Context: an optimization exercise on an open-source flow, tuned for small area, a short achievable clock period and few clock cycles. The choices shown serve that exercise and are no tape-out recipe.
Where RTL was checked, it was by simulation tests only, not by an equivalence proof against the original.

==> flow/design.v (excerpt) <==
module rrf_enc #(
    parameter integer MTU       = 1024,
    parameter integer HDR_BYTES = 16
) (
    input  wire        clk,
    input  wire        rst,           
    input  wire        cmd_valid,
    input  wire [31:0] cmd_data,
    output wire        cmd_ready,
    output reg         ev_valid,
    output reg  [1:0]  ev_type,
    output reg  [31:0] ev_data,
    input  wire        ev_ready,
    input  wire [7:0]  csr_addr,
    output reg  [31:0] csr_rdata,
    output wire        idle
);
clock: 10.0 ns
lec_check: 0
cap_margin: 20
core_margin: 2
core_utilization: 40
setup_slack_margin: 3
slew_margin: 20
run.sh (not shown) runs the stock make flow with config.mk's settings and CLKGATE_MAP_FILE= SYNTH_SCRIPT=/design/flow/synth_recipe.tcl, a recipe that flattens the netlist after the stock synthesis.
Then changed:
--- a/flow/config.mk
+++ b/flow/config.mk
@@ -10,3 +10,3 @@
 export CORE_UTILIZATION = 40
-export SETUP_SLACK_MARGIN = 3
+export SETUP_SLACK_MARGIN = 4.8
 export SLEW_MARGIN = 20
=> Setup slack gets better by 1300 ps. Critical path depth goes up by 3. Final cell count goes up by 4.1%. Non-clock buffer count goes up by 109. Worst hold slack gets better by 5.8 ps. Routed wire length goes up by 7.8%. Final area goes up by 11%.
Function was not checked in any run of this note: the RTL went through the layout flow alone.

---

rrf_enc, a different RTL version from the one above (not shown whole).
Size in the first run: roughly 250 flip-flops, ~18,000 um^2 of cells after synthesis.
export LEC_CHECK = 0
export CAP_MARGIN = 20
export CORE_MARGIN = 2
export CORE_UTILIZATION = 40
export SETUP_SLACK_MARGIN = 4.1
export SLEW_MARGIN = 20
export SYNTH_HIERARCHICAL = 1
create_clock -name core_clock -period 10.0 [get_ports {clk}]
standard.sh (not shown) runs the stock make flow with config.mk's settings and CLKGATE_MAP_FILE= SYNTH_SCRIPT=/design/flow/synth_recipe.tcl, a recipe that flattens the netlist after the stock synthesis.
==> flow/flow/run.sh <==
#!/bin/bash
set -euo pipefail
export BUFFER_PORTS_ARGS="-buffer_cell sky130_fd_sc_hd__buf_1"
bash standard.sh > standard_flow.log 2>&1
The starting point completed without violations.
Testbench counts at the start, summed over its fixed seeds: cycles 90,432.
Change:
CORE_UTILIZATION = 60   (was 40)
CTS_BUF_LIST = sky130_fd_sc_hd__clkbuf_8   (was default)
SETUP_SLACK_MARGIN = 5.0   (was 4.1)
What happened:
- design area rises by 5.8%
- worst setup slack gets worse by 0.097 ns
- register-to-register slack gets better by 0.73 ns
- critical path depth does not change
- clock-buffer cell count rises by 17
- utilization rises by 28 points
- synthesized area is unchanged
- clock skew falls by 0.015 ns
- routed wire length rises by 1.8%
Change:
CORE_UTILIZATION = 40   (was 60)
CTS_BUF_LIST = default   (was sky130_fd_sc_hd__clkbuf_8)
Die area went up by about 50%.
Final cell count rose by 8.0%.
Hold slack got worse by 0.013 ns.
Non-clock buffer count rose by 29.
Worst setup slack improved by 0.28 ns.
Routed wire length came out higher by about 5.5%.
Via count shrinks by 2.6%.
Change:
SETUP_SLACK_MARGIN = 4.4   (was 5.0)
What happened:
- The new run completed with no timing, DRC or antenna violations
- worst setup slack gets better by 0.0057 ns
- worst hold slack got worse by 0.0091 ns
- clock skew came out higher by 0.018 ns
- flip-flop and latch count is unchanged

---

## job 135
Another version of the RTL of rrf_enc (not shown whole).
Size: about 270 flip-flops, roughly 110 I/O pins, ~19000 um2 of cells after synthesis.
==> flow/design.v (excerpt) <==
module rrf_enc #(
    parameter integer MTU       = 1024,
    parameter integer HDR_BYTES = 16
) (
    input  wire        clk,
    input  wire        rst,           
    input  wire        cmd_valid,
    input  wire [31:0] cmd_data,
    output wire        cmd_ready,
    output reg         ev_valid,
    output reg  [1:0]  ev_type,
    output reg  [31:0] ev_data,
    input  wire        ev_ready,
    input  wire [7:0]  csr_addr,
    output reg  [31:0] csr_rdata,
    output wire        idle
);
    localparam integer L = (MTU - HDR_BYTES) * 8;
    localparam [2:0] Q_NORM = 3'd0;    
    localparam [2:0] Q_ABRT = 3'd1;    
    localparam [2:0] Q_TAIL = 3'd2;    
    localparam [2:0] Q_END  = 3'd3;    
    localparam [2:0] Q_GOBA = 3'd4;    
    localparam [1:0] AS_FLUSH = 2'd0;
    localparam [1:0] AS_GOB   = 2'd1;
    localparam [1:0] AS_MB    = 2'd2;
    localparam [1:0] MB_FIT   = 2'd0;
    localparam [1:0] MB_BIG   = 2'd1;
    localparam [1:0] MB_RETRY = 2'd2;
    localparam [3:0] RK_OK0    = 4'h0;
    localparam [3:0] RK_OKBC   = 4'h1;
    localparam [3:0] RK_SENT   = 4'h9;
    localparam [3:0] RK_MBOK   = 4'hA;
    localparam [3:0] RK_RETRY  = 4'hB;
    localparam [3:0] RK_BIG    = 4'hC;
    localparam [3:0] RK_GOBOK  = 4'hD;
  ...
export LEC_CHECK = 0
export ABC_CLOCK_PERIOD_IN_PS = 4000
export CAP_MARGIN = 20
export CORE_MARGIN = 2
export CORE_UTILIZATION = 40
export SETUP_SLACK_MARGIN = 4.8
export SLEW_MARGIN = 20
create_clock -name core_clock -period 10.0 [get_ports {clk}]
run.sh (not shown) runs the stock make flow with config.mk's settings and CLKGATE_MAP_FILE= SYNTH_SCRIPT=/design/flow/synth_recipe.tcl, a recipe that flattens the netlist after the stock synthesis.
Stock flow here: none of the scripts above is used.
Job 135 went all the way through the flow, and no timing, DRC or antenna check failed.
Testbench counts of job 135, summed over its fixed seeds: cycles 90,432.
Inputs modified between job 135 and job 8049:
# job 135
export LEC_CHECK = 0
export ABC_CLOCK_PERIOD_IN_PS = 4000
export CAP_MARGIN = 20
export CORE_MARGIN = 2
export CORE_UTILIZATION = 40
export SETUP_SLACK_MARGIN = 4.8
export SLEW_MARGIN = 20
create_clock -name core_clock -period 10.0 [get_ports {clk}]
# job 8049
export LEC_CHECK = 0
export CAP_MARGIN = 20
export CORE_MARGIN = 2
export CORE_UTILIZATION = 40
export SETUP_SLACK_MARGIN = 5.0
export SLEW_MARGIN = 20
create_clock -name core_clock -period 10.0 [get_ports {clk}]
==> comparison <==
- Every stage of the flow completed for job 8049, and the final layout passed the timing, design-rule and antenna checks.
- From job 135 to job 8049 the numbers moved as follows: initial antenna violation count about even.
- Status: final worst hold slack parity (job 8049, job 135)
What job 7732 does differently from job 8049 at the input level:
# job 8049
export LEC_CHECK = 0
export CAP_MARGIN = 20
export CORE_MARGIN = 2
export CORE_UTILIZATION = 40
export SETUP_SLACK_MARGIN = 5.0
export SLEW_MARGIN = 20
create_clock -name core_clock -period 10.0 [get_ports {clk}]
# job 7732
export LEC_CHECK = 0
export CAP_MARGIN = 20
export CORE_MARGIN = 2
export CORE_UTILIZATION = 40
export CTS_BUF_LIST = sky130_fd_sc_hd__clkbuf_4
export CTS_CLUSTER_SIZE = 30
export SETUP_SLACK_MARGIN = 5.0
export SLEW_MARGIN = 20
create_clock -name core_clock -period 10.0 [get_ports {clk}]
--- outcome ---
Job 7732 ended with every stage complete and zero timing, DRC or antenna violations.
Row final wirelength: job 7732 higher / job 8049 lower
Sequential share of layout area across job 8049 and job 7732: no real change.
Changes observed in job 7732 relative to job 8049: total setup buffers inserted after CTS moved down, total of max-cap violations ~0 delta, transition time of the tightest slew-check pin lower, final standard cell area without fillers comparable.
Summary of the comparison: non-clock buffer count is higher in job 7732, relative to job 8049.
Input changes introduced in job 1101 (baseline for comparison: job 7732):
# job 7732
export LEC_CHECK = 0
export CAP_MARGIN = 20
export CORE_MARGIN = 2
export CORE_UTILIZATION = 40
export CTS_BUF_LIST = sky130_fd_sc_hd__clkbuf_4
export CTS_CLUSTER_SIZE = 30
export SETUP_SLACK_MARGIN = 5.0
export SLEW_MARGIN = 20
create_clock -name core_clock -period 10.0 [get_ports {clk}]
# job 1101
export LEC_CHECK = 0
export CAP_MARGIN = 20
export CORE_MARGIN = 2
export CORE_UTILIZATION = 40
export SETUP_SLACK_MARGIN = 4.8
export SLEW_MARGIN = 20
create_clock -name core_clock -period 10.0 [get_ports {clk}]
==> summary.txt <==
No stage failed in job 1101, and the final checks on the layout all came back clean.
The summed area of non-filler cells in the final layout in job 1101 was lower than what job 7732 gave.
Job 1101 vs job 7732 — utilization after layout dropped 0.40 points.
The higher average routed wire per standard cell of job 7732 and job 1101 is in job 1101.
Compared job 1101 against job 7732; clock buffer and inverter area fraction after layout within noise.
Delta (job 1101 minus job 7732): wire length shrank by 1.8%; first-pass GRT wire length shrank by about 1.1%; slack of the critical path shrank by 32 ps.

---

Another version of the RTL of rrf_enc (not shown whole).
Settings: LEC_CHECK=0, ABC_AREA=1, CAP_MARGIN=20, CORE_MARGIN=2, CORE_UTILIZATION=40, SETUP_SLACK_MARGIN=4.8, SLEW_MARGIN=20, SYNTH_HIERARCHICAL=1; clock period 10.0 ns.
standard.sh (not shown) runs the stock make flow with config.mk's settings and CLKGATE_MAP_FILE= SYNTH_SCRIPT=/design/flow/synth_recipe.tcl, a recipe that flattens the netlist after the stock synthesis.
==> flow/flow/run.sh <==
#!/bin/bash
set -euo pipefail
export BUFFER_PORTS_ARGS="-buffer_cell sky130_fd_sc_hd__buf_1"
export CTS_ARGS="-sink_clustering_enable -repair_clock_nets -dont_use_dummy_load -buf_list sky130_fd_sc_hd__clkbuf_8 -sink_clustering_size 12 -sink_clustering_max_diameter 60"
bash standard.sh > standard_flow.log 2>&1
The first run produced a clean layout.
Testbench counts at the start, summed over its fixed seeds: cycles 90,432.
Then changed:
ABC_AREA = not set   (was 1)
SETUP_SLACK_MARGIN = 4.4   (was 4.8)
=> Routed wire length falls by 15%; cell area falls by 10%; final cell count falls by about 27%; worst hold slack gets worse by 0.0032 ns.

---

Another version of the RTL of rrf_enc (not shown whole).
Size in the first run: ~1900 cells after synthesis, ~110 I/O pins, roughly 0.017 sq mm of cells after synthesis.
Settings: LEC_CHECK=0, CAP_MARGIN=20, CORE_MARGIN=2, CORE_UTILIZATION=55, SETUP_SLACK_MARGIN=4.4, SLEW_MARGIN=20, SYNTH_HIERARCHICAL=1; clock period 10.0 ns.
Scripts as last shown in full above: flow/flow/run.sh
Testbench counts at the start, summed over its fixed seeds: cycles 90,432.
Edit:
- SETUP_SLACK_MARGIN: 4.4 -> 4.2
Outcome:
- The changed run finished clean
- cell count is lower slightly
- synthesized area stays the same
- cell area decreases by a few percent
- utilization shrinks by 1.4 points
- clock-buffer cell count is unchanged
- clock skew decreases by 5.1 ps
- setup slack degrades by 110 ps
- wire length went down slightly
Edit:
- CORE_UTILIZATION: 55 -> 40
- SETUP_SLACK_MARGIN: 4.2 -> 4.4
After rerunning:
- The changed run went through all stages and came out clean
- worst setup slack gains 61 ps
- count of clock-buffer cells in the layout came out higher by 1
- final area came out higher by 3.8%
- wire length came out higher by 3.5%
- die area came out higher by 37%
- non-clock buffer count came out higher by 12
- register-to-register slack gains 140 ps
Edit:
- CORE_UTILIZATION: 40 -> 65
After rerunning:
- The changed run finished with timing, DRC and antenna clean
- routed wire length is lower by 4.7%
- final cell count is lower by 8.0%
- design area is lower by 1.3%
- worst hold slack is about the same
Edit:
- CORE_UTILIZATION: 65 -> 40
- SETUP_SLACK_MARGIN: 4.4 -> 4.6
Result: Cell area is higher by 4.2%. Clock-buffer cell count increases by 3. Final cell count rises by 10%. Hold slack is better by 8.3 ps. Routed wire length went up by 7.2%. First-iteration DRC count fell by 24%. Worst setup slack improves by 40 ps. Global-route usage drops by 14 points. Critical path depth is higher by 1.

## re-timing with driven ports
The results above use ideal ports. As a check the final layouts listed here were re-extracted and re-timed, cells and wires unchanged. Step 1 sets driving cells, clkbuf_16 on the clock port and buf_2 on the other inputs (assumed; they add their load-dependent delay and slew). Step 2, shift: input delay + t, output delay - t, t = (earliest + latest rising clock arrival at the registers) / 2. This alone moves slack from input paths to output paths. Three values: no drivers, after step 1, after step 2; two values: the first two.
run	t, ns	setup WS [ns]	worst setup path after step 2	latest minus earliest clock arrival (ns)	cell pins on the clock port's net
the first run of note 1	0.625	3.029 / 2.997 / 2.997	input to output	0.016 / 0.016	1
the second run of note 1	0.643	4.287 / 4.236 / 4.236	input to output	0.013 / 0.014	1
the first run of note 2	0.657	4.215 / 4.192 / 3.879	input to register	0.050 / 0.051	1
the second run of note 2	0.629	4.118 / 4.078 / 4.078	input to output	0.041 / 0.042	1
the third run of note 2	0.646	4.397 / 4.345 / 4.345	input to output	0.032 / 0.032	1
the fourth run of note 2	0.650	4.403 / 4.357 / 4.100	input to register	0.047 / 0.048	1
job 135	0.651	4.220 / 4.186 / 4.186	input to output	0.012 / 0.012	1
job 8049	0.648	4.237 / 4.204 / 4.204	input to output	0.010 / 0.010	1
job 7732	0.840	4.252 / 4.218 / 4.218	input to output	0.070 / 0.070	1
job 1101	0.651	4.220 / 4.186 / 4.186	input to output	0.012 / 0.012	1
the first run of note 4	0.692	4.687 / 4.653 / 4.636	input to register	0.088 / 0.087	1
the second run of note 4	0.673	4.364 / 4.318 / 4.179	input to register	0.052 / 0.052	1
the first run of note 5	0.627	4.377 / 4.319 / 4.093	input to register	0.063 / 0.062	1
the second run of note 5	0.628	4.267 / 4.245 / 4.099	input to register	0.056 / 0.056	1
the third run of note 5	0.677	4.328 / 4.288 / 3.788	input to register	0.084 / 0.084	1
the fourth run of note 5	0.616	4.355 / 4.309 / 4.126	input to register	0.052 / 0.052	1
the fifth run of note 5	0.679	4.395 / 4.346 / 4.190	input to register	0.065 / 0.064	1
After both steps setup and hold are still met in every run listed. For the third run of note 5, which loses most, drivers alone change the setup slack by -0.040 ns; drivers and shift together by -0.540 ns.
